This is an optimization exercise on Yosys and OpenROAD, whose aim is small area, a short achievable clock period and few clock cycles per item, not a production implementation.
RTL that was checked went through simulation tests only; none was proved equivalent to the original.

==> inputs of 10-06 <==
==> flow/design.v <==
module emrka_top (
    input  wire        clk,
    input  wire        rst_n,
    input  wire        sel,
    input  wire        wr,
    input  wire [4:0]  addr,
    input  wire [1:0]  size,
    input  wire [31:0] wdata,
    output reg  [31:0] rdata,
    output reg         err
);
    localparam [2:0] R_KEY_LO  = 3'd0,
                     R_KEY_HI  = 3'd1,
                     R_DIN_LO  = 3'd2,
                     R_DIN_HI  = 3'd3,
                     R_DOUT_LO = 3'd4,
                     R_DOUT_HI = 3'd5,
                     R_CTRL    = 3'd6,
                     R_STATUS  = 3'd7;
    reg [63:0] key_q;
    reg [63:0] din_q;
    reg [63:0] dout_q;    
    reg        dv_q;      
    reg        busy_q;
    reg        done_q;
    reg        err_cmd_q;
    reg        err_busy_q;
    reg [31:0] h_q;
    reg [31:0] l_q;       
    reg [4:0]  p_q;       
    reg        f_q;       
    reg        mode_q;    
    wire       admit  = (size == 2'b10) && (addr[1:0] == 2'b00);
    wire [2:0] reg_ix = addr[4:2];
    wire       do_wr  = sel && admit &&  wr;
    wire wr_droppable = (reg_ix != R_DOUT_LO) && (reg_ix != R_DOUT_HI) &&
                        (reg_ix != R_STATUS);
    wire busy_drop = do_wr && busy_q && wr_droppable;
    wire wr_ok     = do_wr && !busy_q;
    wire cmd_hi0   = (wdata[31:2] == 30'd0);
    wire cmd_write = wr_ok && (reg_ix == R_CTRL);
    wire start     = cmd_write && cmd_hi0 && (wdata[1] ^ wdata[0]);
    wire cmd_bad   = cmd_write && !(cmd_hi0 && !(wdata[1] && wdata[0]));
    wire st_write  = do_wr && (reg_ix == R_STATUS);
    wire       rd_ok  = sel && !wr && admit;
    wire       s_dl   = (reg_ix == R_DIN_LO);
    wire       s_dh   = (reg_ix == R_DIN_HI);
    wire       s_ol   = (reg_ix == R_DOUT_LO) && dv_q;
    wire       s_oh   = (reg_ix == R_DOUT_HI) && dv_q;
    wire       s_st   = (reg_ix == R_STATUS);
    wire [31:0] rsel  = ({32{s_dl}} & din_q[31:0])
                      | ({32{s_dh}} & din_q[63:32])
                      | ({32{s_ol}} & dout_q[31:0])
                      | ({32{s_oh}} & dout_q[63:32])
                      | ({32{s_st}} & {28'd0, err_busy_q, err_cmd_q, done_q, busy_q});
    always @(*) begin
        rdata = {32{rd_ok}} & rsel;
        err   = sel && !admit;
    end
    wire [4:0]  p   = p_q;
    wire [2:0]  ri  = f_q ? 3'd0 : p_q[2:0] + 3'd1;   
    wire [31:0] la  = l_q + {27'd0, p};           
    wire [31:0] pz  = {27'd0, p};
    wire [31:0] cs  = h_q ^ l_q ^ pz;
    wire [31:0] cc  = (h_q & l_q) | (h_q & pz) | (l_q & pz);
    wire [31:0] hn;
    add2_sk u_add (.a(cs), .b({cc[30:0], 1'b0}), .s(hn));
    wire [7:0] oh = 8'd1 << ri;
    wire [31:0] lr  = ({32{oh[0]}} & {la[30:0], la[31]})
                    | ({32{oh[1]}} & {la[2:0],  la[31:3]})
                    | ({32{oh[2]}} & {la[27:0], la[31:28]})
                    | ({32{oh[3]}} & {la[23:0], la[31:24]})
                    | ({32{oh[4]}} & {la[14:0], la[31:15]})
                    | ({32{oh[5]}} & {la[19:0], la[31:20]})
                    | ({32{oh[6]}} & {la[28:0], la[31:29]})
                    | ({32{oh[7]}} & {la[17:0], la[31:18]});
    wire [31:0] xn  = lr ^ hn;                    
    wire        k_use   = busy_q ? mode_q : wdata[1];
    wire [63:0] k_eff   = k_use ? key_q : 64'd0;
    wire [63:0] t_start = din_q ^ k_eff;
    wire        fin     = !f_q && (p_q == 5'd31);
    wire [31:0] wd_r  = wdata & {32{rst_n}};
    wire        we_kl = !rst_n || (wr_ok && reg_ix == R_KEY_LO);
    wire        we_kh = !rst_n || (wr_ok && reg_ix == R_KEY_HI);
    wire        we_dl = !rst_n || (wr_ok && reg_ix == R_DIN_LO);
    wire        we_dh = !rst_n || (wr_ok && reg_ix == R_DIN_HI);
    wire [63:0] res   = {h_q, la} ^ k_eff;
    always @(posedge clk) begin
        if (we_kl) key_q[31:0]  <= wd_r;
        if (we_kh) key_q[63:32] <= wd_r;
        if (we_dl) din_q[31:0]  <= wd_r;
        if (we_dh) din_q[63:32] <= wd_r;
        if (busy_q && fin) dout_q <= res;
    end
    always @(posedge clk) begin
        if (!rst_n) begin
            busy_q     <= 1'b0;
            done_q     <= 1'b0;
            dv_q       <= 1'b0;
            err_cmd_q  <= 1'b0;
            err_busy_q <= 1'b0;
        end else begin
            if (busy_drop)
                err_busy_q <= 1'b1;
            if (cmd_bad)
                err_cmd_q <= 1'b1;
            if (st_write) begin
                if (wdata[1]) done_q     <= 1'b0;
                if (wdata[2]) err_cmd_q  <= 1'b0;
                if (wdata[3]) err_busy_q <= 1'b0;
            end
            if (start) begin
                busy_q <= 1'b1;
                done_q <= 1'b0;
            end
            if (busy_q && fin) begin
                dv_q   <= 1'b1;
                busy_q <= 1'b0;
                done_q <= 1'b1;
            end
        end
    end
    always @(posedge clk) begin
        if (!busy_q) begin
            h_q     <= t_start[63:32];
            l_q     <= t_start[31:0];
            f_q     <= 1'b1;
            p_q     <= 5'd0;
            mode_q  <= wdata[1];
        end else begin
            h_q     <= hn;
            l_q     <= xn;
            f_q     <= 1'b0;
            p_q     <= f_q ? 5'd0 : p_q + 5'd1;
        end
    end
endmodule
module add2_sk (input wire [31:0] a, input wire [31:0] b, output wire [31:0] s);
    reg  [31:0] g [0:5];
    reg  [31:0] t [0:5];
    integer k, i;
    always @(*) begin
        g[0] = a & b;
        t[0] = a ^ b;
        for (k = 0; k < 5; k = k + 1)
            for (i = 0; i < 32; i = i + 1)
                if (((i >> k) & 1) == 1) begin
                    g[k+1][i] = g[k][i] | (t[k][i] & g[k][((i >> k) << k) - 1]);
                    t[k+1][i] = t[k][i] & t[k][((i >> k) << k) - 1];
                end else begin
                    g[k+1][i] = g[k][i];
                    t[k+1][i] = t[k][i];
                end
    end
    assign s = a ^ b ^ {g[5][30:0], 1'b0};
endmodule
==> flow/run.sh <==
#!/bin/bash
# synth_recipe.tcl (not shown) runs the flow's synth.tcl, then flattens the netlist and writes it again
# the make line also repeats each setting of config.mk as NAME=value (left out here)
make -C /OpenROAD-flow-scripts/flow DESIGN_CONFIG=/design/flow/config.mk WORK_HOME=/design/flow/orfs CLKGATE_MAP_FILE= SYNTH_SCRIPT=/design/flow/synth_recipe.tcl finish
==> flow/config.mk <==
export PLATFORM = sky130hd
export DESIGN_NAME = emrka_top
export DESIGN_NICKNAME = emrka_top
export VERILOG_FILES = /design/flow/design.v
export SDC_FILE = /design/flow/constraint.sdc
export NUM_CORES = 4
export LEC_CHECK = 0
export ABC_CLOCK_PERIOD_IN_PS = 3000
export CAP_MARGIN = 20
export CORE_MARGIN = 2
export CORE_UTILIZATION = 40
export PLACE_DENSITY = 0.6
export SETUP_SLACK_MARGIN = 1.8
export SLEW_MARGIN = 20
export TNS_END_PERCENT = 10
==> flow/constraint.sdc <==
create_clock -name core_clock -period 5.5 [get_ports {clk}]
set_input_delay 1.1000 -clock core_clock [delete_from_list [all_inputs] [get_ports {clk}]]
set_output_delay 1.1000 -clock core_clock [all_outputs]
set_load 0.01 [all_outputs]
==> 11-22: changes against 10-06 <==
--- a/flow/design.v
+++ b/flow/design.v
@@ -27,8 +27,8 @@
     reg        err_busy_q;
     reg [31:0] h_q;
     reg [31:0] l_q;       
+    reg [5:0]  i_q;       
     reg [4:0]  p_q;       
-    reg        f_q;       
     reg        mode_q;    
     wire       admit  = (size == 2'b10) && (addr[1:0] == 2'b00);
     wire [2:0] reg_ix = addr[4:2];
@@ -42,43 +42,49 @@
     wire start     = cmd_write && cmd_hi0 && (wdata[1] ^ wdata[0]);
     wire cmd_bad   = cmd_write && !(cmd_hi0 && !(wdata[1] && wdata[0]));
     wire st_write  = do_wr && (reg_ix == R_STATUS);
-    wire       rd_ok  = sel && !wr && admit;
-    wire       s_dl   = (reg_ix == R_DIN_LO);
-    wire       s_dh   = (reg_ix == R_DIN_HI);
-    wire       s_ol   = (reg_ix == R_DOUT_LO) && dv_q;
-    wire       s_oh   = (reg_ix == R_DOUT_HI) && dv_q;
-    wire       s_st   = (reg_ix == R_STATUS);
-    wire [31:0] rsel  = ({32{s_dl}} & din_q[31:0])
-                      | ({32{s_dh}} & din_q[63:32])
-                      | ({32{s_ol}} & dout_q[31:0])
-                      | ({32{s_oh}} & dout_q[63:32])
-                      | ({32{s_st}} & {28'd0, err_busy_q, err_cmd_q, done_q, busy_q});
     always @(*) begin
-        rdata = {32{rd_ok}} & rsel;
-        err   = sel && !admit;
+        rdata = 32'h0000_0000;
+        err   = 1'b0;
+        if (sel) begin
+            if (!admit) begin
+                err = 1'b1;
+            end else if (!wr) begin
+                case (reg_ix)
+                    R_DIN_LO:  rdata = din_q[31:0];
+                    R_DIN_HI:  rdata = din_q[63:32];
+                    R_DOUT_LO: rdata = dv_q ? dout_q[31:0]  : 32'd0;
+                    R_DOUT_HI: rdata = dv_q ? dout_q[63:32] : 32'd0;
+                    R_STATUS:  rdata = {28'd0, err_busy_q, err_cmd_q, done_q, busy_q};
+                    default:   rdata = 32'h0000_0000;
+                endcase
+            end
+        end
     end
     wire [4:0]  p   = p_q;
-    wire [2:0]  ri  = f_q ? 3'd0 : p_q[2:0] + 3'd1;   
+    wire [2:0]  ri  = i_q[2:0];                   
     wire [31:0] la  = l_q + {27'd0, p};           
     wire [31:0] pz  = {27'd0, p};
     wire [31:0] cs  = h_q ^ l_q ^ pz;
     wire [31:0] cc  = (h_q & l_q) | (h_q & pz) | (l_q & pz);
-    wire [31:0] hn;
-    add2_sk u_add (.a(cs), .b({cc[30:0], 1'b0}), .s(hn));
-    wire [7:0] oh = 8'd1 << ri;
-    wire [31:0] lr  = ({32{oh[0]}} & {la[30:0], la[31]})
-                    | ({32{oh[1]}} & {la[2:0],  la[31:3]})
-                    | ({32{oh[2]}} & {la[27:0], la[31:28]})
-                    | ({32{oh[3]}} & {la[23:0], la[31:24]})
-                    | ({32{oh[4]}} & {la[14:0], la[31:15]})
-                    | ({32{oh[5]}} & {la[19:0], la[31:20]})
-                    | ({32{oh[6]}} & {la[28:0], la[31:29]})
-                    | ({32{oh[7]}} & {la[17:0], la[31:18]});
+    wire [31:0] hn  = cs + {cc[30:0], 1'b0};
+    reg  [31:0] lr;                               
+    always @(*) begin
+        case (ri)
+            3'd0: lr = {la[30:0], la[31]};        
+            3'd1: lr = {la[2:0],  la[31:3]};      
+            3'd2: lr = {la[27:0], la[31:28]};     
+            3'd3: lr = {la[23:0], la[31:24]};     
+            3'd4: lr = {la[14:0], la[31:15]};     
+            3'd5: lr = {la[19:0], la[31:20]};     
+            3'd6: lr = {la[28:0], la[31:29]};     
+            default: lr = {la[17:0], la[31:18]};  
+        endcase
+    end
     wire [31:0] xn  = lr ^ hn;                    
     wire        k_use   = busy_q ? mode_q : wdata[1];
     wire [63:0] k_eff   = k_use ? key_q : 64'd0;
     wire [63:0] t_start = din_q ^ k_eff;
-    wire        fin     = !f_q && (p_q == 5'd31);
+    wire        fin     = i_q[5];
     wire [31:0] wd_r  = wdata & {32{rst_n}};
     wire        we_kl = !rst_n || (wr_ok && reg_ix == R_KEY_LO);
     wire        we_kh = !rst_n || (wr_ok && reg_ix == R_KEY_HI);
@@ -124,33 +130,14 @@
         if (!busy_q) begin
             h_q     <= t_start[63:32];
             l_q     <= t_start[31:0];
-            f_q     <= 1'b1;
+            i_q     <= 6'd0;
             p_q     <= 5'd0;
             mode_q  <= wdata[1];
         end else begin
             h_q     <= hn;
             l_q     <= xn;
-            f_q     <= 1'b0;
-            p_q     <= f_q ? 5'd0 : p_q + 5'd1;
+            i_q     <= i_q + 6'd1;
+            p_q     <= i_q[4:0];
         end
     end
 endmodule
-module add2_sk (input wire [31:0] a, input wire [31:0] b, output wire [31:0] s);
-    reg  [31:0] g [0:5];
-    reg  [31:0] t [0:5];
-    integer k, i;
-    always @(*) begin
-        g[0] = a & b;
-        t[0] = a ^ b;
-        for (k = 0; k < 5; k = k + 1)
-            for (i = 0; i < 32; i = i + 1)
-                if (((i >> k) & 1) == 1) begin
-                    g[k+1][i] = g[k][i] | (t[k][i] & g[k][((i >> k) << k) - 1]);
-                    t[k+1][i] = t[k][i] & t[k][((i >> k) << k) - 1];
-                end else begin
-                    g[k+1][i] = g[k][i];
-                    t[k+1][i] = t[k][i];
-                end
-    end
-    assign s = a ^ b ^ {g[5][30:0], 1'b0};
-endmodule
Settings changed: SETUP_SLACK_MARGIN 1.8 to 2.4, TNS_END_PERCENT 10 to not set.
==> 06-21: changes against 10-06 <==
--- a/flow/design.v
+++ b/flow/design.v
@@ -65,15 +65,19 @@
     wire [31:0] cc  = (h_q & l_q) | (h_q & pz) | (l_q & pz);
     wire [31:0] hn;
     add2_sk u_add (.a(cs), .b({cc[30:0], 1'b0}), .s(hn));
-    wire [7:0] oh = 8'd1 << ri;
-    wire [31:0] lr  = ({32{oh[0]}} & {la[30:0], la[31]})
-                    | ({32{oh[1]}} & {la[2:0],  la[31:3]})
-                    | ({32{oh[2]}} & {la[27:0], la[31:28]})
-                    | ({32{oh[3]}} & {la[23:0], la[31:24]})
-                    | ({32{oh[4]}} & {la[14:0], la[31:15]})
-                    | ({32{oh[5]}} & {la[19:0], la[31:20]})
-                    | ({32{oh[6]}} & {la[28:0], la[31:29]})
-                    | ({32{oh[7]}} & {la[17:0], la[31:18]});
+    reg  [31:0] lr;                               
+    always @(*) begin
+        case (ri)
+            3'd0: lr = {la[30:0], la[31]};        
+            3'd1: lr = {la[2:0],  la[31:3]};      
+            3'd2: lr = {la[27:0], la[31:28]};     
+            3'd3: lr = {la[23:0], la[31:24]};     
+            3'd4: lr = {la[14:0], la[31:15]};     
+            3'd5: lr = {la[19:0], la[31:20]};     
+            3'd6: lr = {la[28:0], la[31:29]};     
+            default: lr = {la[17:0], la[31:18]};  
+        endcase
+    end
     wire [31:0] xn  = lr ^ hn;                    
     wire        k_use   = busy_q ? mode_q : wdata[1];
     wire [63:0] k_eff   = k_use ? key_q : 64'd0;
Settings changed: CORE_UTILIZATION 40 to 50, PLACE_DENSITY 0.6 to 0.65, SETUP_SLACK_MARGIN 1.8 to 2.0.
==> 12-07: changes against 10-06 <==
--- a/flow/design.v
+++ b/flow/design.v
@@ -65,15 +65,19 @@
     wire [31:0] cc  = (h_q & l_q) | (h_q & pz) | (l_q & pz);
     wire [31:0] hn;
     add2_sk u_add (.a(cs), .b({cc[30:0], 1'b0}), .s(hn));
-    wire [7:0] oh = 8'd1 << ri;
-    wire [31:0] lr  = ({32{oh[0]}} & {la[30:0], la[31]})
-                    | ({32{oh[1]}} & {la[2:0],  la[31:3]})
-                    | ({32{oh[2]}} & {la[27:0], la[31:28]})
-                    | ({32{oh[3]}} & {la[23:0], la[31:24]})
-                    | ({32{oh[4]}} & {la[14:0], la[31:15]})
-                    | ({32{oh[5]}} & {la[19:0], la[31:20]})
-                    | ({32{oh[6]}} & {la[28:0], la[31:29]})
-                    | ({32{oh[7]}} & {la[17:0], la[31:18]});
+    reg  [31:0] lr;                               
+    always @(*) begin
+        case (ri)
+            3'd0: lr = {la[30:0], la[31]};        
+            3'd1: lr = {la[2:0],  la[31:3]};      
+            3'd2: lr = {la[27:0], la[31:28]};     
+            3'd3: lr = {la[23:0], la[31:24]};     
+            3'd4: lr = {la[14:0], la[31:15]};     
+            3'd5: lr = {la[19:0], la[31:20]};     
+            3'd6: lr = {la[28:0], la[31:29]};     
+            default: lr = {la[17:0], la[31:18]};  
+        endcase
+    end
     wire [31:0] xn  = lr ^ hn;                    
     wire        k_use   = busy_q ? mode_q : wdata[1];
     wire [63:0] k_eff   = k_use ? key_q : 64'd0;
Settings changed: SETUP_SLACK_MARGIN 1.8 to 2.0.
==> comparison <==
10-06 went through all stages and came out clean. 06-21 completed with no timing, DRC or antenna violations. 11-22 finished with timing, DRC and antenna clean. 12-07 produced a clean layout. Of 12-07 and 06-21, 12-07 has the higher final area (gap about 2%, measured against 06-21). In 10-06 the wire length is lower than in 11-22, by about 6.4%. First-iteration DRC count: 12-07 < 11-22 < 10-06 < 06-21. Clock skew: 10-06 > 06-21 > 12-07 > 11-22.
Testbench counts of 10-06, summed over its fixed seeds: cycles 15,218, items 384.
Testbench counts of 06-21, summed over its fixed seeds: cycles 15,218, items 384.
Testbench counts of 12-07, summed over its fixed seeds: cycles 15,218, items 384.
Only the layout flow was run in 11-22; the RTL was not checked for function there.

[what the ideal ports hide]
The flow's constraints put no driver on any port. The routed layouts listed below were extracted and timed again, unchanged, in two steps. Step 1 (the two cells are an assumption about what drives the block):
set clk [get_ports {clk}]
set_driving_cell -lib_cell sky130_fd_sc_hd__clkbuf_16 $clk
set_driving_cell -lib_cell sky130_fd_sc_hd__buf_2 [delete_from_list [all_inputs] $clk]
Step 2 moves the port delays by t, midway between the first and last clock arrival at a register: inputs arrive t later, outputs are due t later. That takes back most of the time a late clock gives input paths. a / b / c = no drivers / after step 1 / after step 2; a / b = the first two.
| run | shift t [ns] | setup WS [ns] | hold WS [ns] |
|---|---|---|---|
| 10-06 | 0.609 | 1.747 / 1.747 / 1.541 | 0.491 / 0.491 / 0.491 |
| 11-22 | 0.615 | 1.927 / 1.888 / 1.888 | 0.491 / 0.491 / 0.491 |
| 06-21 | 0.596 | 1.857 / 1.826 / 1.677 | 0.520 / 0.520 / 0.520 |
| 12-07 | 0.616 | 1.931 / 1.897 / 1.870 | 0.497 / 0.497 / 0.497 |
After both steps every run listed still meets setup and hold. For 10-06, which loses most, drivers alone change the setup slack by 0.000 ns; drivers and shift together by -0.206 ns.
